From an optimization exercise on the open Yosys and OpenROAD flow, aimed at small area, a short achievable clock period and few clock cycles per item; shortcuts taken in it are not production practice.
Only simulation tests tie the RTL to the original design; equivalence was not proved.
Power is estimated from default activity; no workload was simulated.

**flow/config.mk**
```make
export PLATFORM = sky130hd
export DESIGN_NAME = nxm_mod
export DESIGN_NICKNAME = nxm_mod
export VERILOG_FILES = /design/flow/design.v
export SDC_FILE = /design/flow/constraint.sdc
export NUM_CORES = 4
export LEC_CHECK = 0
export CAP_MARGIN = 20
export CORE_MARGIN = 2
export CORE_UTILIZATION = 40
export SETUP_SLACK_MARGIN = 5
export SLEW_MARGIN = 20
export TNS_END_PERCENT = 100
```
**flow/constraint.sdc**
```tcl
create_clock -name core_clock -period 10.0 [get_ports {clk}]
set_input_delay 2.0000 -clock core_clock [delete_from_list [all_inputs] [get_ports {clk}]]
set_output_delay 2.0000 -clock core_clock [all_outputs]
set_load 0.01 [all_outputs]
```
**flow/design.v**
```verilog
module nxm_mulmod (
    input  wire [64:0] s,
    input  wire [64:0] c,
    input  wire [64:0] a,
    input  wire [2:0]  win,
    input  wire [2:0]  win_n,
    input  wire [3:0]  q,        
    input  wire        qpos,     
    input  wire [63:0] m,
    input  wire [65:0] m3,
    output wire [64:0] s_n,
    output wire [64:0] c_n,
    output wire [3:0]  q_n,
    output wire        qpos_n
);
    wire one = win[1] ^ win[0];
    wire two = (win[2] & ~win[1] & ~win[0]) | (~win[2] & win[1] & win[0]);
    wire neg = win[2];
    wire [65:0] ae  = {a[64], a};
    wire [65:0] xa  = ({66{one}} & ae) | ({66{two}} & {ae[64:0], 1'b0});
    wire [65:0] da  = xa ^ {66{neg}};
    wire [64:0] me = {1'b0, m};
    wire [64:0] ym = ({65{q[0]}} & me) | ({65{q[1]}} & {me[63:0], 1'b0}) |
                     ({65{q[2]}} & m3[64:0]) | ({65{q[3]}} & {me[62:0], 2'b00});
    wire [64:0] qm = ym ^ {65{qpos}};
    wire [64:0] s4 = {s[62:0], 1'b0, neg};
    wire [64:0] c4 = {c[62:0], 1'b0, qpos};
    wire [64:0] x1 = s4 ^ c4 ^ da[64:0];
    wire [64:0] y1 = (s4 & c4) | (s4 & da[64:0]) | (c4 & da[64:0]);
    wire [64:0] y1s = {y1[63:0], 1'b0};
    assign s_n = x1 ^ y1s ^ qm;
    wire [64:0] y2 = (x1 & y1s) | (x1 & qm) | (y1s & qm);
    assign c_n = {y2[63:0], 1'b0};
    wire one_n = win_n[1] ^ win_n[0];
    wire two_n = (win_n[2] & ~win_n[1] & ~win_n[0]) | (~win_n[2] & win_n[1] & win_n[0]);
    wire neg_n = win_n[2];
    wire [8:0]  xa_n = ({9{one_n}} & ae[65:57]) | ({9{two_n}} & ae[64:56]);
    wire [8:0]  da_n = xa_n ^ {9{neg_n}};
    wire [10:0] mq1 = {2'd0, m[63:55]};
    wire [10:0] mq2 = {1'd0, m[63:54]};
    wire [10:0] mq3 = m3[65:55];
    wire [10:0] mq4 = m[63:53];
    wire [10:0] qmt = ({11{q[0]}} & mq1) | ({11{q[1]}} & mq2) |
                      ({11{q[2]}} & mq3) | ({11{q[3]}} & mq4);
    wire [11:0] t_q = {1'b0, qmt} ^ {12{qpos}};
    wire [11:0] t_s = s[64:53];
    wire [11:0] t_c = c[64:53];
    wire [11:0] t_a = {da[65], da[65:55]};
    wire [11:0] t_n = {{3{da_n[8]}}, da_n};
    wire [11:0] u1 = t_s ^ t_c ^ t_a;
    wire [11:0] v1 = {((t_s & t_c) | (t_s & t_a) | (t_c & t_a)), 1'b0} ;
    wire [11:0] u2 = u1 ^ v1 ^ t_n;
    wire [11:0] v2 = {((u1 & v1) | (u1 & t_n) | (v1 & t_n)), 1'b0};
    wire [11:0] u3 = u2 ^ v2 ^ t_q;
    wire [11:0] v3 = {((u2 & v2) | (u2 & t_q) | (v2 & t_q)), 1'b0};
    wire [8:0]  mt = m[63:55];
    wire [11:0] t3 = {3'd0, mt} + {2'd0, mt, 1'b0};
    wire [11:0] t5 = {3'd0, mt} + {1'd0, mt, 2'b00};
    wire [11:0] t7 = {mt, 3'b000} - {3'd0, mt};
    wire [11:0] h0 = {6'd0, m[63:58]};
    wire [11:0] h1 = {3'd0, t3[11:3]};
    wire [11:0] h2 = {3'd0, t5[11:3]};
    wire [11:0] h3 = {3'd0, t7[11:3]};
    wire [11:0] dp0 = u3 + v3 - h0;
    wire [11:0] dp1 = u3 + v3 - h1;
    wire [11:0] dp2 = u3 + v3 - h2;
    wire [11:0] dp3 = u3 + v3 - h3;
    wire [11:0] dn0 = u3 + v3 + h0;
    wire [11:0] dn1 = u3 + v3 + h1;
    wire [11:0] dn2 = u3 + v3 + h2;
    wire [11:0] dn3 = u3 + v3 + h3;
    wire p1 = ~dp0[11];
    wire p2 = ~dp1[11];
    wire p3 = ~dp2[11];
    wire p4 = ~dp3[11];
    wire n1 = dn0[11];
    wire n2 = dn1[11];
    wire n3 = dn2[11];
    wire n4 = dn3[11];
    assign q_n[0] = (p1 & ~p2) | (n1 & ~n2);
    assign q_n[1] = (p2 & ~p3) | (n2 & ~n3);
    assign q_n[2] = (p3 & ~p4) | (n3 & ~n4);
    assign q_n[3] = p4 | n4;
    assign qpos_n = p1;
endmodule
module nxm_add65 (
    input  wire [64:0] a,
    input  wire [64:0] b,
    output wire [64:0] y,
    output wire        co
);
    reg [64:0] g, p;
    integer st, i;
    always @* begin
        g = a & b;
        p = a ^ b;
        for (st = 2; st <= 64; st = st * 2)
            for (i = st - 1; i < 65; i = i + st) begin
                g[i] = g[i] | (p[i] & g[i - st / 2]);
                p[i] = p[i] & p[i - st / 2];
            end
        for (st = 64; st >= 2; st = st / 2)
            for (i = st + st / 2 - 1; i < 65; i = i + st)
                g[i] = g[i] | (p[i] & g[i - st / 2]);
    end
    assign y  = (a ^ b) ^ {g[63:0], 1'b0};
    assign co = g[64];
endmodule
module nxm_mod (
    input  wire        clk,
    input  wire        rst,
    input  wire        start,
    input  wire [15:0] cmd,
    input  wire [63:0] opa,
    input  wire [63:0] opb,
    input  wire [63:0] opm,
    output wire        busy,
    output reg         done,
    output wire [63:0] res,
    output reg         err,
    output reg  [15:0] err_code
);
    localparam [7:0] OPC_MODMUL  = 8'h02;
    localparam [7:0] OPC_MODEXP  = 8'h03;
    localparam [7:0] OPC_ISPRIME = 8'h04;
    localparam [63:0] T_MR = 64'd4759123141;
    localparam [3:0] S_IDLE  = 4'd0,
                     S_CHECK = 4'd1,
                     S_NORM  = 4'd2,
                     S_M3    = 4'd3,
                     S_ESKIP = 4'd4,
                     S_WSTRT = 4'd5,
                     S_WSKIP = 4'd6,
                     S_MUL   = 4'd7,
                     S_CPA   = 4'd8,
                     S_CAN1  = 4'd9,
                     S_CAN2  = 4'd10,
                     S_CHK   = 4'd11,
                     S_SHR   = 4'd12;
    localparam [2:0] OP_ENTRY = 3'd0,    
                     OP_MM2   = 3'd1,    
                     OP_SQ    = 3'd2,    
                     OP_MULB  = 3'd3,    
                     OP_TSQ   = 3'd4;    
    reg [3:0]  state;
    reg [2:0]  op;
    reg        busy_r;
    reg        c_bad;        
    reg        c_rsv;        
    reg        c_pr;         
    reg        c_exp;        
    reg        u;            
    reg        big;          
    reg        first_chk;    
    reg        asel;         
    reg [63:0] mreg;         
    reg [65:0] m3;           
    reg [63:0] e;            
    reg [65:0] bsh;          
    reg [3:0]  q;            
    reg        qpos;
    reg [64:0] acc;
    reg [64:0] base;         
    reg [64:0] s, c;
    reg [4:0]  kh;           
    reg [6:0]  j;            
    reg [5:0]  dcnt;
    reg [3:0]  widx;
    assign busy = busy_r;
    assign res  = acc[63:0];
    wire [64:0] mula = asel ? base : acc;
    wire [64:0] s_n, c_n;
    wire [3:0]  q_n;
    wire        qpos_n;
    nxm_mulmod u_step (
        .s(s), .c(c), .a(mula), .win(bsh[65:63]), .win_n(bsh[63:61]),
        .q(q), .qpos(qpos), .m(mreg), .m3(m3),
        .s_n(s_n), .c_n(c_n), .q_n(q_n), .qpos_n(qpos_n)
    );
    wire [64:0] sum;
    wire        sum_co;
    nxm_add65 u_cpa (.a(s), .b(c), .y(sum), .co(sum_co));
    function [7:0] witness;
        input       w12;
        input [3:0] idx;
        begin
            if (!w12) begin
                case (idx)
                    4'd0:    witness = 8'd2;
                    4'd1:    witness = 8'd7;
                    default: witness = 8'd61;
                endcase
            end else begin
                case (idx)
                    4'd0:    witness = 8'd2;
                    4'd1:    witness = 8'd3;
                    4'd2:    witness = 8'd5;
                    4'd3:    witness = 8'd7;
                    4'd4:    witness = 8'd11;
                    4'd5:    witness = 8'd13;
                    4'd6:    witness = 8'd17;
                    4'd7:    witness = 8'd19;
                    4'd8:    witness = 8'd23;
                    4'd9:    witness = 8'd29;
                    4'd10:   witness = 8'd31;
                    default: witness = 8'd37;
                endcase
            end
        end
    endfunction
    wire [7:0]  cur_w     = witness(big, widx);
    wire [3:0]  last_widx = big ? 4'd11 : 4'd2;
    wire [5:0]  ndom      = 6'd33 - {1'b0, kh};        
    wire [63:0] xa       = bsh[63:0];
    wire        n_le1    = (xa[63:1] == 63'd0);
    wire        n_is2    = (xa == 64'd2);
    wire        n_isw    = (xa == 64'd7) || (xa == 64'd61);
    wire        m_zero   = (mreg == 64'd0);
    wire        m_one    = (mreg == 64'd1);
    wire        e_zero   = (e == 64'd0);
    wire [64:0] xu       = acc ^ base;
    wire        is_one   = (xu == 65'd0);
    wire        is_mone  = (xu == {1'b0, mreg});
    wire        tail_ok  = (j > {1'b0, kh, 1'b0});
    wire        last_bit = c_pr ? (e[62:0] == 63'd0) : (j == 7'd0);
    always @(posedge clk) begin
        s    <= 65'd0;
        c    <= 65'd0;
        q    <= 4'd0;
        qpos <= 1'b0;
        if (rst) begin
            state  <= S_IDLE;
            busy_r <= 1'b0;
            done   <= 1'b0;
        end else begin
            done <= 1'b0;
            case (state)
                S_IDLE: begin
                    c_bad <= (cmd[7:0] != OPC_MODMUL) && (cmd[7:0] != OPC_MODEXP) && (cmd[7:0] != OPC_ISPRIME);
                    c_rsv <= (cmd[15:9] != 7'd0);
                    c_pr  <= (cmd[7:0] == OPC_ISPRIME);
                    c_exp <= (cmd[7:0] == OPC_MODEXP);
                    u     <= cmd[8];
                    bsh   <= {{2{opa[63]}}, opa};
                    e     <= opb;
                    mreg  <= opm;
                    if (start) begin
                        busy_r <= 1'b1;
                        state  <= S_CHECK;
                    end
                end
                S_CHECK: begin
                    kh        <= 5'd0;
                    base      <= 65'd1;
                    j         <= 7'd63;
                    widx      <= 4'd0;
                    first_chk <= 1'b1;
                    big       <= (xa >= T_MR);
                    if (!u) bsh[65:64] <= {2{xa[63]}};
                    else    bsh[65:64] <= 2'b00;
                    if (c_bad) begin
                        done     <= 1'b1;
                        err      <= 1'b1;
                        err_code <= 16'h0103;
                        busy_r   <= 1'b0;
                        state    <= S_IDLE;
                    end else if (c_rsv) begin
                        done     <= 1'b1;
                        err      <= 1'b1;
                        err_code <= 16'h0203;
                        busy_r   <= 1'b0;
                        state    <= S_IDLE;
                    end else if (c_pr) begin
                        err      <= 1'b0;
                        err_code <= 16'd0;
                        if ((!u && xa[63]) || n_le1 || (!xa[0] && !n_is2)) begin
                            done   <= 1'b1;
                            acc    <= 65'd0;
                            busy_r <= 1'b0;
                            state  <= S_IDLE;
                        end else if (n_is2 || n_isw) begin
                            done   <= 1'b1;
                            acc    <= 65'd1;
                            busy_r <= 1'b0;
                            state  <= S_IDLE;
                        end else begin
                            mreg  <= xa;
                            state <= S_NORM;
                        end
                    end else if (m_zero) begin
                        done     <= 1'b1;
                        err      <= 1'b1;
                        err_code <= 16'h0101;
                        busy_r   <= 1'b0;
                        state    <= S_IDLE;
                    end else if (!u && mreg[63]) begin
                        done     <= 1'b1;
                        err      <= 1'b1;
                        err_code <= 16'h0202;
                        busy_r   <= 1'b0;
                        state    <= S_IDLE;
                    end else if (!u && e[63]) begin
                        done     <= 1'b1;
                        err      <= 1'b1;
                        err_code <= 16'h0102;
                        busy_r   <= 1'b0;
                        state    <= S_IDLE;
                    end else begin
                        err      <= 1'b0;
                        err_code <= 16'd0;
                        if (m_one) begin
                            done   <= 1'b1;
                            acc    <= 65'd0;
                            busy_r <= 1'b0;
                            state  <= S_IDLE;
                        end else if (c_exp && e_zero) begin
                            done   <= 1'b1;
                            acc    <= 65'd1;
                            busy_r <= 1'b0;
                            state  <= S_IDLE;
                        end else begin
                            state <= S_NORM;
                        end
                    end
                end
                S_NORM: begin
                    if (mreg[63:62] == 2'b00) begin
                        mreg <= {mreg[61:0], 2'b00};
                        base <= {base[62:0], 2'b00};
                        kh   <= kh + 5'd1;
                    end else begin
                        s     <= {1'b0, mreg};
                        c     <= {mreg, 1'b0};
                        state <= S_M3;
                    end
                end
                S_M3: begin
                    m3 <= {sum_co, sum};
                    if (c_pr) begin
                        state <= S_WSTRT;
                    end else if (c_exp) begin
                        state <= S_ESKIP;
                    end else begin
                        op    <= OP_ENTRY;
                        asel  <= 1'b1;
                        dcnt  <= 6'd33;
                        state <= S_MUL;
                    end
                end
                S_ESKIP: begin
                    if (!e[63]) begin
                        e <= {e[62:0], 1'b0};
                        j <= j - 7'd1;
                    end else begin
                        op    <= OP_ENTRY;
                        asel  <= 1'b1;
                        dcnt  <= 6'd33;
                        state <= S_MUL;
                    end
                end
                S_WSTRT: begin
                    e         <= mreg ^ base[63:0];
                    j         <= 7'd63;
                    first_chk <= 1'b1;
                    bsh       <= {cur_w, 58'd0};
                    state     <= S_WSKIP;
                end
                S_WSKIP: begin
                    if (!e[63]) begin
                        e <= {e[62:0], 1'b0};
                        j <= j - 7'd1;
                    end else begin
                        op    <= OP_ENTRY;
                        asel  <= 1'b1;
                        dcnt  <= 6'd4;
                        state <= S_MUL;
                    end
                end
                S_MUL: begin
                    s    <= s_n;
                    c    <= c_n;
                    q    <= q_n;
                    qpos <= qpos_n;
                    bsh  <= {bsh[63:0], 2'b00};
                    dcnt <= dcnt - 6'd1;
                    if (dcnt == 6'd1) state <= S_CPA;
                end
                S_CPA: begin
                    acc <= sum;
                    if (op == OP_ENTRY && !c_pr && !c_exp) begin
                        op    <= OP_MM2;
                        asel  <= 1'b0;
                        bsh   <= {2'b00, e};
                        dcnt  <= 6'd33;
                        state <= S_MUL;
                    end else if (op == OP_MM2 || op == OP_TSQ) begin
                        state <= S_CAN1;
                    end else if (op == OP_SQ && e[63]) begin
                        op <= OP_MULB;
                        if (c_pr) begin
                            asel <= 1'b0;
                            bsh  <= {cur_w, 58'd0};
                            dcnt <= 6'd4;
                        end else begin
                            asel <= 1'b1;
                            bsh  <= {sum[64], sum};
                            dcnt <= ndom;
                        end
                        state <= S_MUL;
                    end else begin
                        if (op == OP_ENTRY && c_exp) base <= sum;
                        e <= {e[62:0], 1'b0};
                        j <= j - 7'd1;
                        if (last_bit) begin
                            state <= S_CAN1;
                        end else begin
                            op    <= OP_SQ;
                            asel  <= 1'b0;
                            bsh   <= {sum[64], sum};
                            dcnt  <= ndom;
                            state <= S_MUL;
                        end
                    end
                end
                S_CAN1: begin
                    s     <= acc;
                    c     <= acc[64] ? {1'b0, mreg} : 65'd0;
                    state <= S_CAN2;
                end
                S_CAN2: begin
                    acc <= sum;
                    bsh  <= {sum[64], sum};
                    dcnt <= ndom;
                    asel <= 1'b0;
                    op   <= OP_TSQ;
                    state <= c_pr ? S_CHK : S_SHR;
                end
                S_CHK: begin
                    first_chk <= 1'b0;
                    if ((first_chk && is_one) || is_mone) begin
                        if (widx == last_widx) begin
                            done   <= 1'b1;
                            acc    <= 65'd1;
                            busy_r <= 1'b0;
                            state  <= S_IDLE;
                        end else begin
                            widx  <= widx + 4'd1;
                            state <= S_WSTRT;
                        end
                    end else if (tail_ok) begin
                        j     <= j - 7'd1;
                        state <= S_MUL;
                    end else begin
                        done   <= 1'b1;
                        acc    <= 65'd0;
                        busy_r <= 1'b0;
                        state  <= S_IDLE;
                    end
                end
                S_SHR: begin
                    if (kh != 5'd0) begin
                        acc <= {2'b00, acc[64:2]};
                        kh  <= kh - 5'd1;
                    end else begin
                        done   <= 1'b1;
                        busy_r <= 1'b0;
                        state  <= S_IDLE;
                    end
                end
                default: begin
                    busy_r <= 1'b0;
                    state  <= S_IDLE;
                end
            endcase
        end
    end
endmodule
```
**flow/run.sh**
```bash
#!/bin/bash
# synth_recipe.tcl (not shown) runs the flow's synth.tcl, then flattens the netlist and writes it again
# the make line also repeats each setting of config.mk as NAME=value (left out here)
make -C /OpenROAD-flow-scripts/flow DESIGN_CONFIG=/design/flow/config.mk WORK_HOME=/design/flow/orfs CLKGATE_MAP_FILE= SYNTH_SCRIPT=/design/flow/synth_recipe.tcl finish
```
==> summary.md, run 1 <==
| Metric | Value |
|---|---|
| Status | timing/DRC/antenna clean |
| Row Count | 122 |
| Reg2reg start | asel$_DFFE_PP_ |
| Nets | 5225 |
| Least-Margin Pin Slew | 1180 ps |
| Fraction of registers with async set/reset | 0 |
| GRT overflow | 0 |
| Starting Density | 0.402 |
| CP Max Fanout | 6 |
| Critical path data required time | 10570 ps |
| Psw | 9.43 mW |
| Die Ht | 337 um |
| Initial detailed-routing violation count | 5627 |
| RSZ-0062 raised after global routing | yes |
| Warnings from Yosys | 2 |
| Post-DP HPWL | 132 mm |
| P&R area growth vs syn | 16.6% |
| R2R Setup Slk | 4140 ps |
| Clock transition at the registers of the reported paths | 60 ps |
| Synth top cells by count | 428 x edfxtp_1, 381 x a21oi_1, 372 x nand2_1, 338 x clkbuf_1, 327 x nor2_1 |
| Final hold vios | 0 |
| Total track usage | 0.320 |
| Syn Area/Cell | 9.66 sq um |
| Headroom to the max-slew limit | 0.215 |
| Top Ports | 294 |
| First-pass GRT wire length | 266 mm |
| Pwr per Cell Area | 384 nW/um^2 |
| CTS root buf | clkbuf_16 |
| GPL Wtd Cong | 0.976 |
| P_int | 10.5 mW |
| Core box area | 110000 sq um |
| Flop pwr share | 0.214 |
| Final worst path period share | 0.586 |
| Area taken by multi-input logic gates | 26400 sq um |
| Routed wire per std cell | 30.2 um |
| Post-route DRC | 0 |
| Crit path kind | flop to flop |
| Synth top area cells | edfxtp_1 29%, fa_1 8.2%, dfxtp_1 6.6% |
| Cell taking the most area after synthesis | edfxtp_1 |
| Share of post-route cells with drive strength above 1 | 0.0826 |
| Seq/Total Area, Yosys | 0.356 |
| Number of library cell types mapped by synthesis | 90 |
| Worst-Skew Late Latency | 670 ps |
| Vias | 39600 |
| Worst path arrival time | 6430 ps |
| Fmax | 0.171 GHz |
| Total Power Consumption | 19.9 mW |
| Fillers | 10300 |
| Switch share | 0.474 |
| Startpoint types | flop |
| Worst Hold Class | flop to flop |
| Die width | 337 um |
| Final Skew | 46.5 ps |
| Post-DR vias/cell | 6.38 |
| Vias in the first global route | 36700 |
| Cts hold-fix bufs | 0 |
| CTS tree | done |
| Crit path to | q[1]$_SDFF_PP0_ |
| Register bit total from synthesis | 575 |
| # clock sinks | 575 |
| Synth Instances | 4595 |
| Setup TNS | 0 ps |
| Initial antenna violation count | 9 |
| Largest net degree at the start of global routing | 102 |
| Register Area | 15800 sq um |
| Leak pwr | 18.7 nW |
| Crit path launch | asel$_DFFE_PP_ |
| Number of synthesized flops with an enable pin | 428 |
| VDD IR max | 611 uV |
| Final WL | 187 mm |
| Antenna viol nets, final | 0 |
| Port Buffer Count | 281 |
| Max clock buf depth | 3 |
| Worst reg-to-reg path cell count | 23 |
| Minimum clock period | 5860 ps |
| Reg2Reg Capture Point | q[1]$_SDFF_PP0_ |
| Max Transition Viols Final | 0 |
| Final worst slack | 4140 ps |
| Final setup viols | 0 |
| Pre-Repair DR Iteration Count | 7 |
| Max cap viols | 0 |
| Setup WS pre-CTS | 2950 ps |
| CP Capture Type | flop |
| Die area | 114000 sq um |
| Syn Std Cell Area | 44400 sq um |
| Gate power share | 0.651 |
| H-tree levels | 3 |
| Top-count cell post-synth | edfxtp_1 |
| Top FF cell, synth | edfxtp_1 |
| Clock share of power | 0.135 |
| CTS Buf Count | 72 |
| Post-synth top area share | 0.289 |
kinds of logic after synthesis:
kind of cell	Yosys count	share of synthesized area
mux	74	0.0171
simple gates	1100	0.114
other cells	1	0.0000845
xor+xnor	364	0.0927
buf+inv	746	0.0696
compound gates	1308	0.204
flops	575	0.356
fa+ha+maj	427	0.148
state kept, by name, summed over array words and instances, names as in the netlist, 3 cells and up, named ones only:
signal    flops
widx          4
e            64
base         65
s            65
c            65
q             4
j             7
bsh          66
mreg         64
state         4
m3           66
op            3
dcnt          6
err_code      4
acc          65
kh            5
critical path: stages, from the launching register on:
cell and delay (ps):
edfxtp_1 400, buf_6 170, mux2i_4 200, maj3_2 320, a221o_1 370, fa_2 430
fa_1 530, inv_2 40, fa_1 450, ha_2 220, fa_2 420, a21oi_4 170
buf_4 140, o21ai_2 90, a2111oi_4 340, buf_4 200, o21ba_4 170, o2111ai_4 190
buf_6 190, buf_4 120, inv_1 50, a21oi_1 90, o32a_1 370, nor2_1 80
routing by layer:
layer	routed length, um	part of all wire	track usage
met1	74100	0.40	0.439
met2	81800	0.44	0.483
met3	22900	0.12	0.0816
met4	8370	0.045	0.128
met5	37	0.00020	0
worst min-delay path by stage:
stage | slack (ps) | start | end | cells after the start
floorplan | 550 | bsh[30]$_DFFE_PP_ | mreg[30]$_DFFE_PP_ | 2
global placement | 540 | busy_r$_SDFFE_PP0P_ | busy_r$_SDFFE_PP0P_ | 2
detailed placement | 550 | busy_r$_SDFFE_PP0P_ | busy_r$_SDFFE_PP0P_ | 2
CTS | 560 | busy_r$_SDFFE_PP0P_ | busy_r$_SDFFE_PP0P_ | 2
global route | 570 | busy_r$_SDFFE_PP0P_ | busy_r$_SDFFE_PP0P_ | 2
finish | 560 | busy_r$_SDFFE_PP0P_ | busy_r$_SDFFE_PP0P_ | 2
final cells by class:
class	instances	share of cell area
Sequential cell	575	0.305
Inverter	292	0.0221
Clock buffer	91	0.0372
Multi-Input combinational cell	3285	0.510
Tap cell	1488	0.0360
Timing Repair Buffer	422	0.0809
Timing Repair inverter	2	0.000387
Clock inverter	42	0.00797
Antenna cell	2	0.0000967
metrics by stage:
step                area (sq um)  cells  hold WS [ps]   util
floorplan                  44600   4606           548      -
global placement           48100   6001           541  0.436
detailed placement         48100   6001           551  0.436
CTS                        51200   6167           560  0.464
global route               51800   6197           574  0.469
finish                     51800   6199           558  0.469
what timing repair did:
| item | 4_1_cts | 5_1_grt |
|---|---|---|
| resized for setup | 74 | 53 |
| pin swaps | 31 | 49 |
| setup endpoints to repair | 40 | 40 |
| cloned | 5 | 5 |
| setup buffers | 28 | 25 |
power by group through the flow:
stage | Combinational, mW | Sequential (mW) | Clock (mW)
floorplan | 7.80 | 3.59 | 0
global placement | 10.3 | 4.24 | 0
detailed placement | 10.4 | 4.25 | 0
CTS | 11.7 | 4.20 | 2.70
global route | 14.0 | 4.27 | 2.79
finish | 12.9 | 4.25 | 2.69
placed cells by master, fill, tap and decap left out, types with 57 or more instances in the layout:
master	count
edfxtp_1	428
a21oi_1	369
nand2_1	367
nor2_1	318
inv_1	284
clkdlybuf4s50_1	281
xnor2_1	203
o21ai_0	193
fa_1	180
ha_1	167
dfxtp_1	142
a22o_1	124
a221o_1	123
a221oi_1	123
buf_4	119
nand3_1	89
xor2_1	81
clkbuf_16	77
o22ai_1	75
a22oi_1	72
or3_1	67
xnor3_1	64
mux2i_1	61
maj3_1	57
Testbench counts, summed over its fixed seeds: cycles 561,084, items 128.
==> inputs of run 2 (changes only) <==
--- a/flow/design.v
+++ b/flow/design.v
@@ -158,3 +158,3 @@
     reg [63:0] e;            
-    reg [65:0] bsh;          
+    reg [67:0] bsh;          
     reg [3:0]  q;            
@@ -175,3 +175,3 @@
     nxm_mulmod u_step (
-        .s(s), .c(c), .a(mula), .win(bsh[65:63]), .win_n(bsh[63:61]),
+        .s(s), .c(c), .a(mula), .win(bsh[67:65]), .win_n(bsh[65:63]),
         .q(q), .qpos(qpos), .m(mreg), .m3(m3),
@@ -212,3 +212,3 @@
     wire [3:0]  last_widx = big ? 4'd11 : 4'd2;
-    wire [5:0]  ndom      = 6'd33 - {1'b0, kh};        
+    wire [5:0]  ndom      = 6'd34 - {1'b0, kh};        
     wire [63:0] xa       = bsh[63:0];
@@ -243,3 +243,3 @@
                     u     <= cmd[8];
-                    bsh   <= {{2{opa[63]}}, opa};
+                    bsh   <= {{4{opa[63]}}, opa};
                     e     <= opb;
@@ -258,4 +258,4 @@
                     big       <= (xa >= T_MR);
-                    if (!u) bsh[65:64] <= {2{xa[63]}};
-                    else    bsh[65:64] <= 2'b00;
+                    if (!u) bsh[67:64] <= {4{xa[63]}};
+                    else    bsh[67:64] <= 4'b0000;
                     if (c_bad) begin
@@ -345,3 +345,3 @@
                         asel  <= 1'b1;
-                        dcnt  <= 6'd33;
+                        dcnt  <= 6'd34;
                         state <= S_MUL;
@@ -356,3 +356,3 @@
                         asel  <= 1'b1;
-                        dcnt  <= 6'd33;
+                        dcnt  <= 6'd34;
                         state <= S_MUL;
@@ -364,3 +364,3 @@
                     first_chk <= 1'b1;
-                    bsh       <= {cur_w, 58'd0};
+                    bsh       <= {2'b00, cur_w, 58'd0};
                     state     <= S_WSKIP;
@@ -374,3 +374,3 @@
                         asel  <= 1'b1;
-                        dcnt  <= 6'd4;
+                        dcnt  <= 6'd5;
                         state <= S_MUL;
@@ -383,3 +383,3 @@
                     qpos <= qpos_n;
-                    bsh  <= {bsh[63:0], 2'b00};
+                    bsh  <= {bsh[65:0], 2'b00};
                     dcnt <= dcnt - 6'd1;
@@ -392,4 +392,4 @@
                         asel  <= 1'b0;
-                        bsh   <= {2'b00, e};
-                        dcnt  <= 6'd33;
+                        bsh   <= {4'b0000, e};
+                        dcnt  <= 6'd34;
                         state <= S_MUL;
@@ -401,7 +401,7 @@
                             asel <= 1'b0;
-                            bsh  <= {cur_w, 58'd0};
-                            dcnt <= 6'd4;
+                            bsh  <= {2'b00, cur_w, 58'd0};
+                            dcnt <= 6'd5;
                         end else begin
                             asel <= 1'b1;
-                            bsh  <= {sum[64], sum};
+                            bsh  <= {{3{sum[64]}}, sum};
                             dcnt <= ndom;
@@ -418,3 +418,3 @@
                             asel  <= 1'b0;
-                            bsh   <= {sum[64], sum};
+                            bsh   <= {{3{sum[64]}}, sum};
                             dcnt  <= ndom;
@@ -431,3 +431,3 @@
                     acc <= sum;
-                    bsh  <= {sum[64], sum};
+                    bsh  <= {{3{sum[64]}}, sum};
                     dcnt <= ndom;
==> run 2 against run 1 <==
Sequential cell count increased by 2; core utilization decreased by 0.17 points; critical path type unchanged; sequential share of layout area increased by 0.74 points; critical endpoint unchanged; worst hold slack got worse by 12 ps; power decreased by 63%; combinational power decreased by 87%; still clean on timing, DRC and antenna; first-iteration DRC count decreased by 7.1%.
==> summary.md, run 2 <==
| Metric | Value |
|---|---|
| Leak pwr | 18.4 nW |
| Most flops, register | bsh |
| Largest net degree at the start of global routing | 85 |
| Initial detailed-routing violation count | 5225 |
| Nets | 5186 |
| CP max-delay cell | fa_1 |
| CTS tree | done |
| Die Ht | 334 um |
| CTS Buf Count | 71 |
| VDD IR max | 131 uV |
| Fraction of registers with async set/reset | 0 |
| RSZ-0062 raised after global routing | yes |
| Crit path cell chain | buf_12 -> mux2_4 -> a21oi_2 -> nor2_2 -> o21ai_2 -> fa_1 -> fa_1 -> fa_1 -> inv_2 -> ha_4 -> fa_2 -> a21o_1 -> a221o_1 -> nor2_4 -> xnor2_4 -> ha_4 -> or4_4 -> nor2_2 -> a211o_1 -> a211o_1 -> xnor2_2 -> a221oi_2 -> a311oi_2 |
| Syn Area/Cell | 9.63 sq um |
| Port Buffer Count | 281 |
| Synth top area cells | edfxtp_1 30%, fa_1 8.4%, dfxtp_1 6.7% |
| Startpoint types | flop |
| Max cap viols | 0 |
| Vias | 38700 |
| Worst-Skew Late Latency | 670 ps |
| Number of library cell types mapped by synthesis | 92 |
| Cell taking the most area after synthesis | edfxtp_1 |
| CP Max Fanout | 7 |
| Dpl cells | 5895 |
| Syn Std Cell Area | 43600 sq um |
| Number of synthesized flops with an enable pin | 430 |
| Worst Hold Class | flop to flop |
| Minimum clock period | 5990 ps |
| Post-DP HPWL | 127 mm |
| CP Capture Type | flop |
| Post-synth top area share | 0.296 |
| Commonest cells after routing, fill and taps aside | 430 x edfxtp_1, 371 x nand2_1, 367 x a21oi_1, 327 x nor2_1, 325 x o21ai_0 |
| Layout Utilization | 0.468 |
| Initial antenna violation count | 2 |
| Core box area | 109000 sq um |
| Top-count cell post-synth | edfxtp_1 |
| Crit path top cell by count | fa_1 |
| Post-route DRC | 0 |
| Top Ports | 294 |
| Share of post-route cells with drive strength above 1 | 0.0957 |
| Least-Margin Pin Slew | 1150 ps |
| Seq/Total Area, Yosys | 0.364 |
| GRT overflow | 0 |
| First-pass GRT wire length | 257 mm |
| Row Count | 121 |
| Fmax | 0.167 GHz |
| Critical path data required time | 10510 ps |
| Synth top cells by count | 430 x edfxtp_1, 376 x a21oi_1, 376 x nand2_1, 343 x nor2_1, 343 x o21ai_0 |
| Die area | 112000 sq um |
| Pwr per Cell Area | 144 nW/um^2 |
| Most common cell after layout, fill and taps aside | edfxtp_1 |
| P&R area growth vs syn | 16.4% |
| H-tree levels | 3 |
| Register bit total from synthesis | 577 |
| Pre-Repair DR Iteration Count | 8 |
| Max clock buf depth | 3 |
| Final worst path period share | 0.599 |
| Clock transition at the registers of the reported paths | 70 ps |
| Total track usage | 0.312 |
| # clock sinks | 577 |
| Top FF cell, synth | edfxtp_1 |
| Setup TNS | 0 ps |
| Max incr delay on CP | 530 ps |
| Number of flip-flops in the largest register | 68 |
| Final WL | 180 mm |
| Routed wire per std cell | 29.5 um |
| Synth Instances | 4529 |
| Crit path kind | flop to flop |
| Post-DR vias/cell | 6.35 |
| Status | timing/DRC/antenna clean |
| Final setup viols | 0 |
| Final hold vios | 0 |
| Final Skew | 32.2 ps |
| Fin cells | 6083 |
| CTS root buf | clkbuf_16 |
| Starting Density | 0.402 |
| Worst path arrival time | 6500 ps |
| Top flop regs | bsh x68, m3 x66 |
| Cts hold-fix bufs | 0 |
| Warnings from Yosys | 2 |
| Max Transition Viols Final | 0 |
| Antenna viol nets, final | 0 |
| Die width | 334 um |
| Ant. Diodes | 0 |
| Vias in the first global route | 36600 |
| GPL Wtd Cong | 0.969 |
| Headroom to the max-slew limit | 0.233 |
[run 2: cell types whose count changed in the layout (fill, tap and decap cells not counted), moves of 9 or more]
cell and change:
or3_1 -58, a221o_1 -121, inv_1 -9, maj3_1 -49, nor2_1 +9, a21o_1 +19, nand3_1 -62, mux2i_1 -56
mux2_2 +55, a22oi_1 +117, buf_4 -12, o21ai_0 +132, xnor2_1 -11, mux2_4 +9
[run 2: per-stage QoR]
stage,instance area (sq um),hold WS [ps],setup slack [ps],power [mW]
after floorplan,43800,537,4070,3.78
after detailed placement,47200,532,2970,4.30
after global placement,47200,552,3050,4.28
after global routing,50700,562,3850,7.53
final,50700,546,4010,7.29
after CTS,50200,546,4080,7.15
[run 2: final timing paths]
| kind | startpoint | to | slack [ps] | cells past startpoint |
|---|---|---|---|---|
| max | asel$_DFFE_PP_ | q[1]$_SDFF_PP0_ | 4010 | 23 |
| min | bsh[64]$_DFFE_PP_ | bsh[66]$_DFFE_PP_ | 550 | 1 |
| max reg2reg | asel$_DFFE_PP_ | q[1]$_SDFF_PP0_ | 4010 | 23 |
| min reg2reg | bsh[64]$_DFFE_PP_ | bsh[66]$_DFFE_PP_ | 550 | 1 |
[run 2: logic make-up (layout without fill, tap and decap cells)]
logic type,Yosys count,after routing,share of synthesized area
xor gates and xnor gates,352,352,0.0918
and+or+nand+nor,1007,1008,0.104
buffers and inverters,690,818,0.0663
other,1,12,0.0000860
muxes,73,73,0.0188
DFF,577,577,0.364
adders and majority gates,372,372,0.138
AOI/OAI and AO/OA,1457,1457,0.218
[run 2: repair_timing]
item / CTS / global route
resized for setup: 70 / 53
pin swaps: 17 / 20
buffers inserted: 22 / 24
gates cloned: 7 / 3
setup endpoints to repair: 43 / 50
[run 2: routing by layer]
layer  wire length [um]  global-route usage  vias to the layer above
met2              77600               0.467                     2620
met3              23000              0.0823                      401
li1                   -                   -                    16500
met4               8480               0.136                        2
met1              70700               0.423                    19100
met5                 16                   0                        -
[run 2: layout make-up]
class / instances / area, sq um
clock buffers: 91 / 1880
clock inverters: 40 / 510
fillers: 10100 / 57800
inverters: 280 / 1050
multi-input cells: 3274 / 25600
flip-flops and latches: 577 / 15900
well taps: 1414 / 1770
repair buffers: 407 / 4060
[run 2: report_power, final]
part	leakage [nW]	switching, mW	total (mW)	internal (mW)
sequential	5.20	0.156	2.81	2.65
clock	1.16	1.16	2.76	1.60
combinational	12.0	0.968	1.72	0.752
[run 2: worst max-delay path, delay by kind of cell (launching register included)]
kind            cells  cell delay [ps]
fa+ha+maj           6             2230
xor+xnor            2              260
simple gates        4              750
mux                 1              350
buf+inv             2              240
flops               1              460
compound gates      8             1540
Testbench counts of run 2, summed over its fixed seeds: cycles 583,974, items 128.
==> inputs of run 3 (changes only) <==
--- a/flow/design.v
+++ b/flow/design.v
@@ -4,24 +4,39 @@
     input  wire [64:0] a,
-    input  wire [2:0]  win,
-    input  wire [2:0]  win_n,
+    input  wire [2:0]  w0,
+    input  wire [2:0]  w1,
+    input  wire [2:0]  w2,
     input  wire [3:0]  q,        
     input  wire        qpos,     
+    input  wire [11:0] pu,       
+    input  wire [11:0] pv,
     input  wire [63:0] m,
     input  wire [65:0] m3,
+    input  wire [9:0]  h2,       
+    input  wire [9:0]  h3,       
     output wire [64:0] s_n,
     output wire [64:0] c_n,
-    output wire [3:0]  q_n,
-    output wire        qpos_n
+    output wire [3:0]  q_n,      
+    output wire        qpos_n,
+    output wire [11:0] pu_n,
+    output wire [11:0] pv_n
 );
-    wire one = win[1] ^ win[0];
-    wire two = (win[2] & ~win[1] & ~win[0]) | (~win[2] & win[1] & win[0]);
-    wire neg = win[2];
+    wire one0 = w0[1] ^ w0[0];
+    wire two0 = (w0[2] & ~w0[1] & ~w0[0]) | (~w0[2] & w0[1] & w0[0]);
+    wire neg0 = w0[2];
+    wire one1 = w1[1] ^ w1[0];
+    wire two1 = (w1[2] & ~w1[1] & ~w1[0]) | (~w1[2] & w1[1] & w1[0]);
+    wire neg1 = w1[2];
+    wire one2 = w2[1] ^ w2[0];
+    wire two2 = (w2[2] & ~w2[1] & ~w2[0]) | (~w2[2] & w2[1] & w2[0]);
+    wire neg2 = w2[2];
     wire [65:0] ae  = {a[64], a};
-    wire [65:0] xa  = ({66{one}} & ae) | ({66{two}} & {ae[64:0], 1'b0});
-    wire [65:0] da  = xa ^ {66{neg}};
-    wire [64:0] me = {1'b0, m};
-    wire [64:0] ym = ({65{q[0]}} & me) | ({65{q[1]}} & {me[63:0], 1'b0}) |
-                     ({65{q[2]}} & m3[64:0]) | ({65{q[3]}} & {me[62:0], 2'b00});
-    wire [64:0] qm = ym ^ {65{qpos}};
-    wire [64:0] s4 = {s[62:0], 1'b0, neg};
+    wire [65:0] xa  = ({66{one0}} & ae) | ({66{two0}} & {ae[64:0], 1'b0});
+    wire [65:0] da  = xa ^ {66{neg0}};
+    wire [65:0] mm1 = {2'b00, m};
+    wire [65:0] mm2 = {1'b0, m, 1'b0};
+    wire [65:0] mm4 = {m, 2'b00};
+    wire [65:0] ym  = ({66{q[0]}} & mm1) | ({66{q[1]}} & mm2) |
+                      ({66{q[2]}} & m3)  | ({66{q[3]}} & mm4);
+    wire [64:0] qm  = ym[64:0] ^ {65{qpos}};
+    wire [64:0] s4 = {s[62:0], 1'b0, neg0};
     wire [64:0] c4 = {c[62:0], 1'b0, qpos};
@@ -33,40 +48,49 @@
     assign c_n = {y2[63:0], 1'b0};
-    wire one_n = win_n[1] ^ win_n[0];
-    wire two_n = (win_n[2] & ~win_n[1] & ~win_n[0]) | (~win_n[2] & win_n[1] & win_n[0]);
-    wire neg_n = win_n[2];
-    wire [8:0]  xa_n = ({9{one_n}} & ae[65:57]) | ({9{two_n}} & ae[64:56]);
-    wire [8:0]  da_n = xa_n ^ {9{neg_n}};
-    wire [10:0] mq1 = {2'd0, m[63:55]};
-    wire [10:0] mq2 = {1'd0, m[63:54]};
-    wire [10:0] mq3 = m3[65:55];
-    wire [10:0] mq4 = m[63:53];
-    wire [10:0] qmt = ({11{q[0]}} & mq1) | ({11{q[1]}} & mq2) |
-                      ({11{q[2]}} & mq3) | ({11{q[3]}} & mq4);
-    wire [11:0] t_q = {1'b0, qmt} ^ {12{qpos}};
-    wire [11:0] t_s = s[64:53];
-    wire [11:0] t_c = c[64:53];
-    wire [11:0] t_a = {da[65], da[65:55]};
-    wire [11:0] t_n = {{3{da_n[8]}}, da_n};
-    wire [11:0] u1 = t_s ^ t_c ^ t_a;
-    wire [11:0] v1 = {((t_s & t_c) | (t_s & t_a) | (t_c & t_a)), 1'b0} ;
-    wire [11:0] u2 = u1 ^ v1 ^ t_n;
-    wire [11:0] v2 = {((u1 & v1) | (u1 & t_n) | (v1 & t_n)), 1'b0};
-    wire [11:0] u3 = u2 ^ v2 ^ t_q;
-    wire [11:0] v3 = {((u2 & v2) | (u2 & t_q) | (v2 & t_q)), 1'b0};
-    wire [8:0]  mt = m[63:55];
-    wire [11:0] t3 = {3'd0, mt} + {2'd0, mt, 1'b0};
-    wire [11:0] t5 = {3'd0, mt} + {1'd0, mt, 2'b00};
-    wire [11:0] t7 = {mt, 3'b000} - {3'd0, mt};
-    wire [11:0] h0 = {6'd0, m[63:58]};
-    wire [11:0] h1 = {3'd0, t3[11:3]};
-    wire [11:0] h2 = {3'd0, t5[11:3]};
-    wire [11:0] h3 = {3'd0, t7[11:3]};
-    wire [11:0] dp0 = u3 + v3 - h0;
-    wire [11:0] dp1 = u3 + v3 - h1;
-    wire [11:0] dp2 = u3 + v3 - h2;
-    wire [11:0] dp3 = u3 + v3 - h3;
-    wire [11:0] dn0 = u3 + v3 + h0;
-    wire [11:0] dn1 = u3 + v3 + h1;
-    wire [11:0] dn2 = u3 + v3 + h2;
-    wire [11:0] dn3 = u3 + v3 + h3;
+    wire [11:0] xa1 = ({12{one1}} & ae[65:54]) | ({12{two1}} & ae[64:53]);
+    wire [11:0] xa2 = ({12{one2}} & {{3{ae[65]}}, ae[65:57]}) | ({12{two2}} & {{2{ae[65]}}, ae[65:56]});
+    wire [11:0] f_s = s[62:51];
+    wire [11:0] f_c = c[62:51];
+    wire [11:0] f_q = ym[64:53] ^ {12{qpos}};
+    wire [11:0] f_0 = da[64:53];
+    wire [11:0] f_1 = {xa1[11], xa1[11:1]} ^ {12{neg1}};
+    wire [11:0] f_2 = xa2 ^ {12{neg2}};
+    wire [11:0] a1 = f_s ^ f_c ^ f_q;
+    wire [11:0] b1 = {((f_s & f_c) | (f_s & f_q) | (f_c & f_q)), 1'b1};
+    wire [11:0] a2 = f_0 ^ f_1 ^ f_2;
+    wire [11:0] b2 = {((f_0 & f_1) | (f_0 & f_2) | (f_1 & f_2)), 1'b1};
+    wire [11:0] a3 = a1 ^ b1 ^ a2;
+    wire [11:0] b3 = {((a1 & b1) | (a1 & a2) | (b1 & a2)), 1'b1};
+    assign pu_n = a3 ^ b3 ^ b2;
+    assign pv_n = {((a3 & b3) | (a3 & b2) | (b3 & b2)), 1'b0};
+    wire [11:0] g_q = ym[66-1:55] ^ {12{qpos}};
+    wire [11:0] eu = pu ^ pv ^ g_q;
+    wire [11:0] ev = {((pu & pv) | (pu & g_q) | (pv & g_q)), 1'b0};
+    wire [11:0] h0e = {6'd0, m[63:58]};
+    wire [11:0] h1e = {4'd0, m3[65:58]};
+    wire [11:0] h2e = {2'd0, h2};
+    wire [11:0] h3e = {2'd0, h3};
+    wire [11:0] xp0 = eu ^ ev ^ ~h0e;
+    wire [11:0] yp0 = {((eu & ev) | (eu & ~h0e) | (ev & ~h0e)), 1'b1};
+    wire [11:0] dp0 = xp0 + yp0;
+    wire [11:0] xn0 = eu ^ ev ^ h0e;
+    wire [11:0] yn0 = {((eu & ev) | (eu & h0e) | (ev & h0e)), 1'b0};
+    wire [11:0] dn0 = xn0 + yn0;
+    wire [11:0] xp1 = eu ^ ev ^ ~h1e;
+    wire [11:0] yp1 = {((eu & ev) | (eu & ~h1e) | (ev & ~h1e)), 1'b1};
+    wire [11:0] dp1 = xp1 + yp1;
+    wire [11:0] xn1 = eu ^ ev ^ h1e;
+    wire [11:0] yn1 = {((eu & ev) | (eu & h1e) | (ev & h1e)), 1'b0};
+    wire [11:0] dn1 = xn1 + yn1;
+    wire [11:0] xp2 = eu ^ ev ^ ~h2e;
+    wire [11:0] yp2 = {((eu & ev) | (eu & ~h2e) | (ev & ~h2e)), 1'b1};
+    wire [11:0] dp2 = xp2 + yp2;
+    wire [11:0] xn2 = eu ^ ev ^ h2e;
+    wire [11:0] yn2 = {((eu & ev) | (eu & h2e) | (ev & h2e)), 1'b0};
+    wire [11:0] dn2 = xn2 + yn2;
+    wire [11:0] xp3 = eu ^ ev ^ ~h3e;
+    wire [11:0] yp3 = {((eu & ev) | (eu & ~h3e) | (ev & ~h3e)), 1'b1};
+    wire [11:0] dp3 = xp3 + yp3;
+    wire [11:0] xn3 = eu ^ ev ^ h3e;
+    wire [11:0] yn3 = {((eu & ev) | (eu & h3e) | (ev & h3e)), 1'b0};
+    wire [11:0] dn3 = xn3 + yn3;
     wire p1 = ~dp0[11];
@@ -157,2 +181,3 @@
     reg [65:0] m3;           
+    reg [9:0]  h2, h3;       
     reg [63:0] e;            
@@ -161,2 +186,3 @@
     reg        qpos;
+    reg [11:0] pu, pv;       
     reg [64:0] acc;
@@ -174,7 +200,10 @@
     wire        qpos_n;
+    wire [11:0] pu_n, pv_n;
     nxm_mulmod u_step (
-        .s(s), .c(c), .a(mula), .win(bsh[67:65]), .win_n(bsh[65:63]),
-        .q(q), .qpos(qpos), .m(mreg), .m3(m3),
-        .s_n(s_n), .c_n(c_n), .q_n(q_n), .qpos_n(qpos_n)
+        .s(s), .c(c), .a(mula), .w0(bsh[67:65]), .w1(bsh[65:63]), .w2(bsh[63:61]),
+        .q(q), .qpos(qpos), .pu(pu), .pv(pv), .m(mreg), .m3(m3), .h2(h2), .h3(h3),
+        .s_n(s_n), .c_n(c_n), .q_n(q_n), .qpos_n(qpos_n), .pu_n(pu_n), .pv_n(pv_n)
     );
+    wire [12:0] t5 = {4'd0, mreg[63:55]} + {2'd0, mreg[63:55], 2'b00};
+    wire [12:0] t7 = {1'b0, mreg[63:55], 3'b000} - {4'd0, mreg[63:55]};
     wire [64:0] sum;
@@ -230,8 +259,6 @@
         qpos <= 1'b0;
-        if (rst) begin
-            state  <= S_IDLE;
-            busy_r <= 1'b0;
-            done   <= 1'b0;
-        end else begin
-            done <= 1'b0;
+        pu   <= 12'd0;
+        pv   <= 12'd0;
+        done <= 1'b0;
+        begin
             case (state)
@@ -338,2 +365,4 @@
                     m3 <= {sum_co, sum};
+                    h2 <= t5[12:3];
+                    h3 <= t7[12:3];
                     if (c_pr) begin
@@ -383,2 +412,4 @@
                     qpos <= qpos_n;
+                    pu   <= pu_n;
+                    pv   <= pv_n;
                     bsh  <= {bsh[65:0], 2'b00};
@@ -475,2 +506,7 @@
         end
+        if (rst) begin
+            state  <= S_IDLE;
+            busy_r <= 1'b0;
+            done   <= 1'b0;
+        end
     end
==> run 3 against run 2 <==
Critical path type unchanged; power grew to 2.5 times the previous value; worst setup slack gained 1000 ps; still clean; routed wire length increased by 8.8%; clock power rose by 8.0%; final cell count rose by 2.7%; core utilization fell by 1.1 points; sequential cell count rose by 42; global-route usage rose by 0.78 points; clock skew up 9.3 ps; combinational power grew to 5.6 times the previous value; count of clock-buffer cells in the layout up 4.
==> summary.md, run 3 <==
| Metric | Value |
|---|---|
| Number of flip-flops in the largest register | 68 |
| Fmax | 0.201 GHz |
| Post-Synth XOR/XNOR Area | 0.0857 |
| CP Max Fanout | 42 |
| Setup WS pre-CTS | 4650 ps |
| Reg2Reg Capture Point | acc[12]$_DFFE_PP_ |
| Nets | 5321 |
| Clock transition at the registers of the reported paths | 60 ps |
| Max incr delay on CP | 740 ps |
| Seq/Total Area, Yosys | 0.361 |
| Max Transition Viols Final | 0 |
| CP Buf/Inv Count | 2 |
| VDD IR max | 244 uV |
| Worst Hold Class | flop to flop |
| First-pass GRT wire length | 280 mm |
| Cell Area, Placed | 50200 sq um |
| Headroom to the max-slew limit | 0.183 |
| Status | timing/DRC/antenna clean |
| Initial detailed-routing violation count | 5386 |
| Cell taking the most area after synthesis | edfxtp_1 |
| Fin area | 53000 sq um |
| Worst-Skew Late Latency | 680 ps |
| Final Skew | 41.5 ps |
| GPL Wtd Cong | 1.01 |
| CP delay by family, top | simple AND/OR/NAND/NOR gates |
| Largest net degree at the start of global routing | 76 |
| Top Ports | 294 |
| Share of post-route cells with drive strength above 1 | 0.0735 |
| Max clock buf depth | 3 |
| Main combinational cell family by area after synthesis | compound AO/OA/AOI/OAI gates |
| # clock sinks | 619 |
| Final worst slack | 5030 ps |
| Least-Margin Pin Slew | 1220 ps |
| Crit path cell chain | xor2_1 -> nor4_1 -> nand3_1 -> o21a_1 -> or2_4 -> mux2_4 -> nor2_1 -> a2111oi_4 -> buf_4 -> buf_4 |
| P&R area growth vs syn | 13.4% |
| Final hold vios | 0 |
| Pwr per Cell Area | 351 nW/um^2 |
| Pre-Repair DR Iteration Count | 7 |
| CP Depth | 10 |
| CTS tree | done |
| Routed wire per std cell | 31.3 um |
| Initial antenna violation count | 5 |
| Top-count cell post-synth | edfxtp_1 |
| Die Ht | 346 um |
| Number of library cell types mapped by synthesis | 87 |
| Multiplexer share of the synthesized area | 0.0192 |
| CTS root buf | clkbuf_16 |
| Syn Area/Cell | 10.1 sq um |
| Fraction of registers with async set/reset | 0 |
| Commonest cells after routing, fill and taps aside | 449 x edfxtp_1, 422 x inv_1, 324 x nor2_1, 301 x nand2_1, 290 x o21ai_0 |
| Row Count | 125 |
| Max cap viols | 0 |
| Setup TNS | 0 ps |
| Top flop regs | bsh x68, m3 x66 |
| Total track usage | 0.319 |
| Synth Area in Adders | 0.166 |
| Most common cell after layout, fill and taps aside | edfxtp_1 |
| Synth Instances | 4638 |
| Die width | 346 um |
| Area taken by multi-input logic gates | 26400 sq um |
| Minimum clock period | 4970 ps |
| Port Buffer Count | 281 |
| CP max-delay cell | nor4_1 |
| Startpoint types | flop |
| Final WL | 196 mm |
| Crit path launch | acc[17]$_DFFE_PP_ |
| Worst reg-to-reg path cell count | 10 |
| Final setup viols | 0 |
| Register Area | 16900 sq um |
| Core box area | 116000 sq um |
| Register bit total from synthesis | 619 |
| Top FF cell, synth | edfxtp_1 |
| Antenna viol nets, final | 0 |
| Number of synthesized flops with an enable pin | 449 |
| CTS Buf Count | 78 |
| Post-DP HPWL | 142 mm |
| Simple-gate area share of the yosys netlist | 0.0872 |
| RSZ-0062 raised after global routing | yes |
| Starting Density | 0.403 |
| Final worst path period share | 0.497 |
| Most flops, register | bsh |
| Syn Std Cell Area | 46700 sq um |
| Worst path arrival time | 5240 ps |
| Synth top cells by count | 449 x edfxtp_1, 425 x inv_1, 330 x nor2_1, 305 x nand2_1, 290 x o21ai_0 |
| Post-route DRC | 0 |
| CP Capture Type | flop |
| R2R Setup Slk | 5030 ps |
| Layout Utilization | 0.456 |
| Total Power Consumption | 18.6 mW |
| Crit path to | acc[12]$_DFFE_PP_ |
| Compound-gate portion of the synthesized area | 0.202 |
| H-tree levels | 3 |
| Leak pwr | 20.2 nW |
| Fillers | 10900 |
| Vias | 40000 |
| Synth top area cells | edfxtp_1 29%, fa_1 12%, dfxtp_1 7.3% |
| Crit path top cell by count | buf_4 |
| Warnings from Yosys | 2 |
| Crit path kind | flop to flop |
| Die area | 120000 sq um |
| Vias in the first global route | 38400 |
| Post-synth top area share | 0.289 |
| GRT overflow | 0 |
| Reg2reg start | acc[17]$_DFFE_PP_ |
| Post-DR vias/cell | 6.41 |
| Cts hold-fix bufs | 0 |
| Critical path data required time | 10280 ps |
## run 3: through the flow
stage / cells / hold WS [ps]
after floorplan: 4649 / 548
after global placement: 6087 / 576
after detailed placement: 6087 / 576
after CTS: 6232 / 592
after global routing: 6244 / 615
final: 6246 / 594
## run 3: layer usage
metal  part of all wire  global-route usage
met5            0.00014                   0
met1               0.38               0.416
met2               0.44               0.489
met4              0.063               0.170
met3               0.12              0.0812
## run 3: worst min-delay path by stage
stage	from	to	slack (ps)	depth (start not counted)
after floorplan	bsh[33]$_DFFE_PP_	mreg[33]$_DFFE_PP_	550	2
after global routing	bsh[29]$_DFFE_PP_	mreg[29]$_DFFE_PP_	610	2
after global placement	bsh[44]$_DFFE_PP_	mreg[44]$_DFFE_PP_	580	2
after CTS	bsh[51]$_DFFE_PP_	mreg[51]$_DFFE_PP_	590	2
final	bsh[51]$_DFFE_PP_	mreg[51]$_DFFE_PP_	590	2
after detailed placement	bsh[51]$_DFFE_PP_	mreg[51]$_DFFE_PP_	580	2
## run 3: what timing repair did
item                                    in CTS  in global routing
endpoints found under the setup margin      33                128
buffers inserted                             1                 10
gates resized for setup                      7                 13
pin swaps                                    0                  0
## run 3: cells by family (layout without fill, tap and decap cells)
| kind of cell | count (synthesis) | after routing |
|---|---|---|
| DFF | 619 | 619 |
| muxes | 80 | 80 |
| other | 1 | 16 |
| AOI/OAI and AO/OA | 1345 | 1345 |
| buffers and inverters | 872 | 941 |
| and+or+nand+nor | 912 | 912 |
| adders and majority gates | 458 | 458 |
| xor gates and xnor gates | 351 | 351 |
## run 3: cell type report
cell class,instances,area share
inverters,429,0.0305
repair buffers,368,0.0668
clock inverters,49,0.00997
flip-flops and latches,619,0.319
diodes,4,0.000189
multi-input cells,3158,0.499
well taps,1524,0.0360
clock buffers,95,0.0390
## run 3: where the power goes
group          internal (mW)  leakage [nW]  switching (mW)  total, mW
logic                   3.59          13.3            6.05       9.64
registers               4.17          5.66            1.79       5.96
clock network           1.73          1.26            1.25       2.98
## run 3: tightest hold or removal path: cells and delay by family, from the launching register on
kind	cells	cell delay, ps
flops	1	360
compound gates	1	80
simple gates	1	60
Testbench counts of run 3, summed over its fixed seeds: cycles 583,974, items 128.
==> inputs of run 4 (changes only) <==
--- a/flow/config.mk
+++ b/flow/config.mk
@@ -7,2 +7,3 @@
 export LEC_CHECK = 0
+export ABC_AREA = 1
 export CAP_MARGIN = 20
==> run 4 against run 3 <==
Count of clock-buffer cells in the layout shrank 3; register-to-register slack improved by 160 ps; clock skew about the same; final cell count grew 10%; global-route usage is 0.20 points higher; clock power is 3% higher; critical path type unchanged; highest routed layer is now met4.
==> summary.md, run 4 <==
| Metric | Value |
|---|---|
| Status | timing/DRC/antenna clean |
| Clock transition at the registers of the reported paths | 60 ps |
| Largest net degree at the start of global routing | 85 |
| Worst-Skew Late Latency | 700 ps |
| GPL Wtd Cong | 0.981 |
| Fraction of registers with async set/reset | 0 |
| Top-count cell post-synth | nand2_1 |
| Max cap viols | 0 |
| Initial detailed-routing violation count | 5460 |
| Leak pwr | 21.6 nW |
| Final Skew | 41.6 ps |
| Commonest cells after routing, fill and taps aside | 1079 x nand2_1, 841 x inv_1, 449 x edfxtp_1, 310 x nor2_1, 281 x clkdlybuf4s50_1 |
| Final setup viols | 0 |
| Most flops, register | bsh |
| Post-Synth XOR/XNOR Area | 0.0467 |
| GRT overflow | 0 |
| Total Power Consumption | 7.56 mW |
| Antenna viol nets, final | 0 |
| Worst path arrival time | 5200 ps |
| CTS Buf Count | 78 |
| Starting Density | 0.404 |
| Die Ht | 341 um |
| Cts hold-fix bufs | 0 |
| VDD IR max | 115 uV |
| Post-route DRC | 0 |
| Minimum clock period | 4810 ps |
| CTS tree | done |
| Top flop regs | bsh x68, m3 x66 |
| Vias in the first global route | 41200 |
| Row Count | 123 |
| Main combinational cell family by area after synthesis | adder cells |
| Fin area | 52100 sq um |
| Setup TNS | 0 ps |
| Register bit total from synthesis | 619 |
| Cell Area, Placed | 49400 sq um |
| Final worst slack | 5190 ps |
| Simple-gate area share of the yosys netlist | 0.156 |
| Number of flip-flops in the largest register | 68 |
| Core box area | 113000 sq um |
| Fillers | 11000 |
| Pwr per Cell Area | 145 nW/um^2 |
| Die width | 341 um |
| Final WL | 190 mm |
| Synth Area in Adders | 0.170 |
| Crit path kind | flop to flop |
| Cell taking the most area after synthesis | edfxtp_1 |
| Most common cell after layout, fill and taps aside | nand2_1 |
| Compound-gate portion of the synthesized area | 0.155 |
| Post-DR vias/cell | 5.98 |
| H-tree levels | 3 |
| Final hold vios | 0 |
| Vias | 41300 |
| Multiplexer share of the synthesized area | 0 |
| Worst reg-to-reg path cell count | 24 |
| # clock sinks | 619 |
| CP Max Fanout | 4 |
| Share of post-route cells with drive strength above 1 | 0.0427 |
| Seq/Total Area, Yosys | 0.371 |
| Synth Instances | 5204 |
| Fmax | 0.208 GHz |
| Top FF cell, synth | edfxtp_1 |
| Critical path data required time | 10390 ps |
| Syn Std Cell Area | 45500 sq um |
| Die area | 117000 sq um |
| Routed wire per std cell | 27.5 um |
| Warnings from Yosys | 2 |
| Fin cells | 6894 |
| Synth top cells by count | 1081 x nand2_1, 848 x inv_1, 449 x edfxtp_1, 317 x nor2_1, 269 x fa_1 |
| P&R area growth vs syn | 14.3% |
| Total track usage | 0.321 |
| Syn Area/Cell | 8.75 sq um |
| Least-Margin Pin Slew | 1280 ps |
| Max clock buf depth | 3 |
| First-pass GRT wire length | 277 mm |
| Initial antenna violation count | 3 |
| Worst Hold Class | flop to flop |
| Post-synth top area share | 0.296 |
| Number of synthesized flops with an enable pin | 449 |
| Pre-Repair DR Iteration Count | 7 |
| Headroom to the max-slew limit | 0.147 |
| CTS root buf | clkbuf_16 |
| Nets | 5998 |
| Dpl cells | 6751 |
| Setup WS pre-CTS | 4930 ps |
| Number of library cell types mapped by synthesis | 59 |
| Max Transition Viols Final | 0 |
| Top Ports | 294 |
| CP Capture Type | flop |
| Final worst path period share | 0.481 |
| Startpoint types | flop |
| Synth top area cells | edfxtp_1 30%, fa_1 12%, nand2_1 8.9% |
| Port Buffer Count | 281 |
| Post-DP HPWL | 139 mm |
| RSZ-0062 raised after global routing | yes |
| Hold path cells | 4 |
==> run 4: cell count changes in the layout (fill, tap and decap cells not counted), moves of 158 or more <==
cell	delta
nand2_1	+778
a22oi_1	-181
xnor2_1	-158
o221ai_1	+200
inv_1	+419
o21ai_0	-181
nand3_1	+180
==> run 4: final cells by class <==
type | count | area, sq um | share of cell area
clock buffers | 92 | 2070 | 0.0397
repair buffers | 327 | 3170 | 0.0609
inverters | 869 | 3280 | 0.0629
clock inverters | 49 | 606 | 0.0116
diodes | 2 | 5.00 | 0.0000961
multi-input cells | 3436 | 24200 | 0.464
well taps | 1500 | 1880 | 0.0361
flip-flops and latches | 619 | 16900 | 0.324
==> run 4: final timing paths <==
path | slack (ps) | start | end
worst max-delay path | 5190 | s[0]$_DFF_P_ | bsh[61]$_DFFE_PP_
worst min-delay path | 530 | busy_r$_SDFFE_PP0P_ | busy_r$_SDFFE_PP0P_
worst max register to register | 5190 | s[0]$_DFF_P_ | bsh[61]$_DFFE_PP_
worst min register to register | 530 | busy_r$_SDFFE_PP0P_ | busy_r$_SDFFE_PP0P_
==> run 4: timing repair <==
action	4_1_cts	5_1_grt
setup endpoints to repair	3	8
cloned	0	0
resized for setup	1	6
buffers inserted	0	0
==> run 4: critical path, stage by stage, from the launching register on <==
cell      delay [ps]
dfxtp_1          350
ha_1             170
inv_1             60
fa_1             420
nor2_1           120
nand2_1           50
o211ai_1         180
nand2_1           90
nand2_1          130
nand2_1           70
nand2_1          230
nand3_1          100
nand2_1          300
nand2_1          100
nand2_1          180
nand2_1           80
nand2_1          210
nand2_1           90
nand2_1          190
inv_1             80
fa_1             380
xor2_1           510
o22ai_1          170
a21oi_1          140
a31oi_1           90
==> run 4: cells by family after synthesis <==
family          count (synthesis)
compound gates                990
xor+xnor                      243
fa+ha+maj                     456
buf+inv                      1160
flops                         619
other cells                     1
simple gates                 1735
==> run 4: per-stage QoR <==
stage,hold slack [ps],util
floorplan,479,-
global placement,512,0.438
detailed placement,516,0.438
CTS,524,0.462
global route,540,0.462
finish,527,0.462
==> run 4: per-layer routing <==
layer | GRT usage | routed length, um
met4 | 0.176 | 11700
met3 | 0.0738 | 20300
met2 | 0.498 | 84100
met5 | 0 | 0
met1 | 0.416 | 73800
==> run 4: power breakdown <==
group	total, mW	internal (mW)	switching (mW)	leakage (nW)
registers	3.05	2.89	0.158	5.77
clock network	3.06	1.79	1.26	1.31
logic	1.45	0.494	0.953	14.5
total	7.56	5.18	2.38	21.6
==> inputs of run 5 (changes only) <==
==> flow/flow/run.sh (new file) <==
#!/bin/bash
set -euo pipefail
bash standard.sh SETUP_SLACK_MARGIN=6 finish > standard_flow.log 2>&1
==> flow/standard.sh (new file) <==
#!/bin/bash
# synth_recipe.tcl (not shown) runs the flow's synth.tcl, then flattens the netlist and writes it again
# the make line also repeats each setting of config.mk as NAME=value (left out here)
make -C /OpenROAD-flow-scripts/flow DESIGN_CONFIG=/design/flow/config.mk WORK_HOME=/design/flow/orfs CLKGATE_MAP_FILE= SYNTH_SCRIPT=/design/flow/synth_recipe.tcl "${@:-finish}"
--- a/flow/config.mk
+++ b/flow/config.mk
@@ -11,3 +11,2 @@
 export CORE_UTILIZATION = 40
-export SETUP_SLACK_MARGIN = 5
 export SLEW_MARGIN = 20
removed: flow/run.sh
==> run 5 against run 4 <==
First-iteration DRC count increased by 1.8%; worst setup slack improved by 780 ps; sequential power about the same; cell area increased by 3.9%; critical path depth decreased by 13; highest routed layer is now met5; power decreased by 1.1%; clock skew increased by 15 ps; worst hold slack got worse by 13 ps; die area unchanged; combinational power increased by 6%; core utilization increased by 1.8 points; largest power group is now registers; still clean on timing, DRC and antenna.
==> summary.md, run 5 <==
| Metric | Value |
|---|---|
| Status | timing/DRC/antenna clean |
| Worst path arrival time | 4380 ps |
| GPL Wtd Cong | 0.969 |
| Die area | 117000 sq um |
| CTS root buf | clkbuf_16 |
| Initial detailed-routing violation count | 5559 |
| Post-route DRC | 0 |
| Pre-Repair DR Iteration Count | 7 |
| Post-DP HPWL | 139 mm |
| Post-synth top area share | 0.296 |
| Routed wire per std cell | 28.0 um |
| Fillers | 10800 |
| P&R area growth vs syn | 18.8% |
| Top-count cell post-synth | nand2_1 |
| Max clock buf depth | 3 |
| Met3 Use GR | 0.0774 |
| VDD IR max | 105 uV |
| Total track usage | 0.323 |
| Share of post-route cells with drive strength above 1 | 0.0882 |
| Critical path data required time | 10350 ps |
| Minimum clock period | 4030 ps |
| Port Buffer Count | 281 |
| Vias in the first global route | 40800 |
| Fmax | 0.248 GHz |
| Post-DR vias/cell | 6.00 |
| Worst Hold Class | flop to flop |
| Synth Instances | 5204 |
| Cell taking the most area after synthesis | edfxtp_1 |
| Startpoint types | flop |
| Seq/Total Area, Yosys | 0.371 |
| Crit path kind | flop to flop |
| Setup TNS | 0 ps |
| Clock transition at the registers of the reported paths | 70 ps |
| Final hold vios | 0 |
| Syn Std Cell Area | 45500 sq um |
| Top FF cell, synth | edfxtp_1 |
| Top Ports | 294 |
| Cell Area, Placed | 49300 sq um |
| Leak pwr | 22.3 nW |
| Least-Margin Pin Slew | 1130 ps |
| Final setup viols | 0 |
| GR met1 Demand/Resource | 0.425 |
| Antenna viol nets, final | 0 |
| Synth top area cells | edfxtp_1 30%, fa_1 12%, nand2_1 8.9% |
| Final worst path period share | 0.403 |
| CTS tree | done |
| Syn Area/Cell | 8.75 sq um |
| Final Skew | 56.9 ps |
| Nets | 6116 |
| Most common cell after layout, fill and taps aside | nand2_1 |
| Die width | 341 um |
| Fraction of registers with async set/reset | 0 |
| Final WL | 196 mm |
| Max incr delay on CP | 660 ps |
| Fin area | 54100 sq um |
| Headroom to the max-slew limit | 0.244 |
| Crit path top cell by count | nand3_1 |
| Pwr per Cell Area | 138 nW/um^2 |
| Max cap viols | 0 |
| Initial antenna violation count | 5 |
| Top flop regs | bsh x68, m3 x66 |
| CP max-delay cell | nor3_1 |
| Die Ht | 341 um |
| CP Capture Type | flop |
| Core box area | 113000 sq um |
| Commonest cells after routing, fill and taps aside | 1070 x nand2_1, 821 x inv_1, 449 x edfxtp_1, 307 x nor2_1, 281 x clkdlybuf4s50_1 |
| First-pass GRT wire length | 277 mm |
| Most flops, register | bsh |
| Register bit total from synthesis | 619 |
| Max Transition Viols Final | 0 |
| Vias | 42100 |
-- run 5: cell counts after synthesis --
No cell type changed its count.
-- run 5: critical path: cells and delay by family, from the launching register on --
family / cells / cell delay (ps)
buffers and inverters: 2 / 630
flip-flops: 1 / 520
AND/OR/NAND/NOR: 9 / 2500
-- run 5: per-stage QoR --
stage / util / worst slack, ps / hold WS, ps / cells / total power, mW
after floorplan: - / 5000 / 479 / 5215 / 3.89
after global placement: 0.438 / 5110 / 508 / 6749 / 4.47
after detailed placement: 0.438 / 5070 / 511 / 6749 / 4.49
after CTS: 0.468 / 5950 / 520 / 6933 / 7.36
after global routing: 0.480 / 5850 / 588 / 7010 / 7.69
final: 0.480 / 5970 / 514 / 7013 / 7.47
-- run 5: worst paths after layout --
path                  startpoint                  end  slack (ps)  cells past startpoint
min          busy_r$_SDFFE_PP0P_  busy_r$_SDFFE_PP0P_         510                      4
min reg2reg  busy_r$_SDFFE_PP0P_  busy_r$_SDFFE_PP0P_         510                      4
max            bsh[47]$_DFFE_PP_     acc[2]$_DFFE_PP_        5970                     11
max reg2reg    bsh[47]$_DFFE_PP_     acc[2]$_DFFE_PP_        5970                     11
-- run 5: cell type report --
| type | instances | area [sq um] | area share |
|---|---|---|---|
| clock buffer | 107 | 2150 | 0.0398 |
| antenna | 3 | 7.51 | 0.000139 |
| timing repair inverter | 1 | 8.76 | 0.000162 |
| clock inverter | 32 | 349 | 0.00645 |
| tap | 1500 | 1880 | 0.0347 |
| sequential | 619 | 16900 | 0.312 |
| multi-input combinational | 3438 | 24900 | 0.461 |
| inverter | 869 | 3380 | 0.0625 |
| timing repair buffer | 444 | 4480 | 0.0827 |
-- run 5: power breakdown --
group	switching (mW)	internal, mW
sequential	0.146	2.89
clock	1.23	1.66
combinational	0.999	0.544
-- run 5: kinds of logic after synthesis --
kind of cell               count (synthesis)  synth area share
adders and majority gates                456             0.170
and+or+nand+nor                         1735             0.156
other                                      1         0.0000823
xor gates and xnor gates                 243            0.0467
DFF                                      619             0.371
AOI/OAI and AO/OA                        990             0.155
buffers and inverters                   1160             0.103
-- run 5: what timing repair did --
item / CTS / global route
setup buffers: 39 / 69
hold buffers: 0 / 0
gates cloned: 6 / 8
resized for setup: 98 / 144
pin swaps: 28 / 66
setup endpoints to repair: 259 / 220
-- run 5: layer usage --
metal	share of wire	wire length [um]
met1	0.39	75700
met2	0.43	83700
met3	0.12	23400
met4	0.069	13500
met5	0.000092	18

Setup slack of run 5, layout unchanged: 5.972 ns with ideal ports, 5.972 ns with driving cells assumed (clock clkbuf_16, inputs buf_2), 5.972 ns with port delays also shifted by the 0.740 ns mid clock arrival.
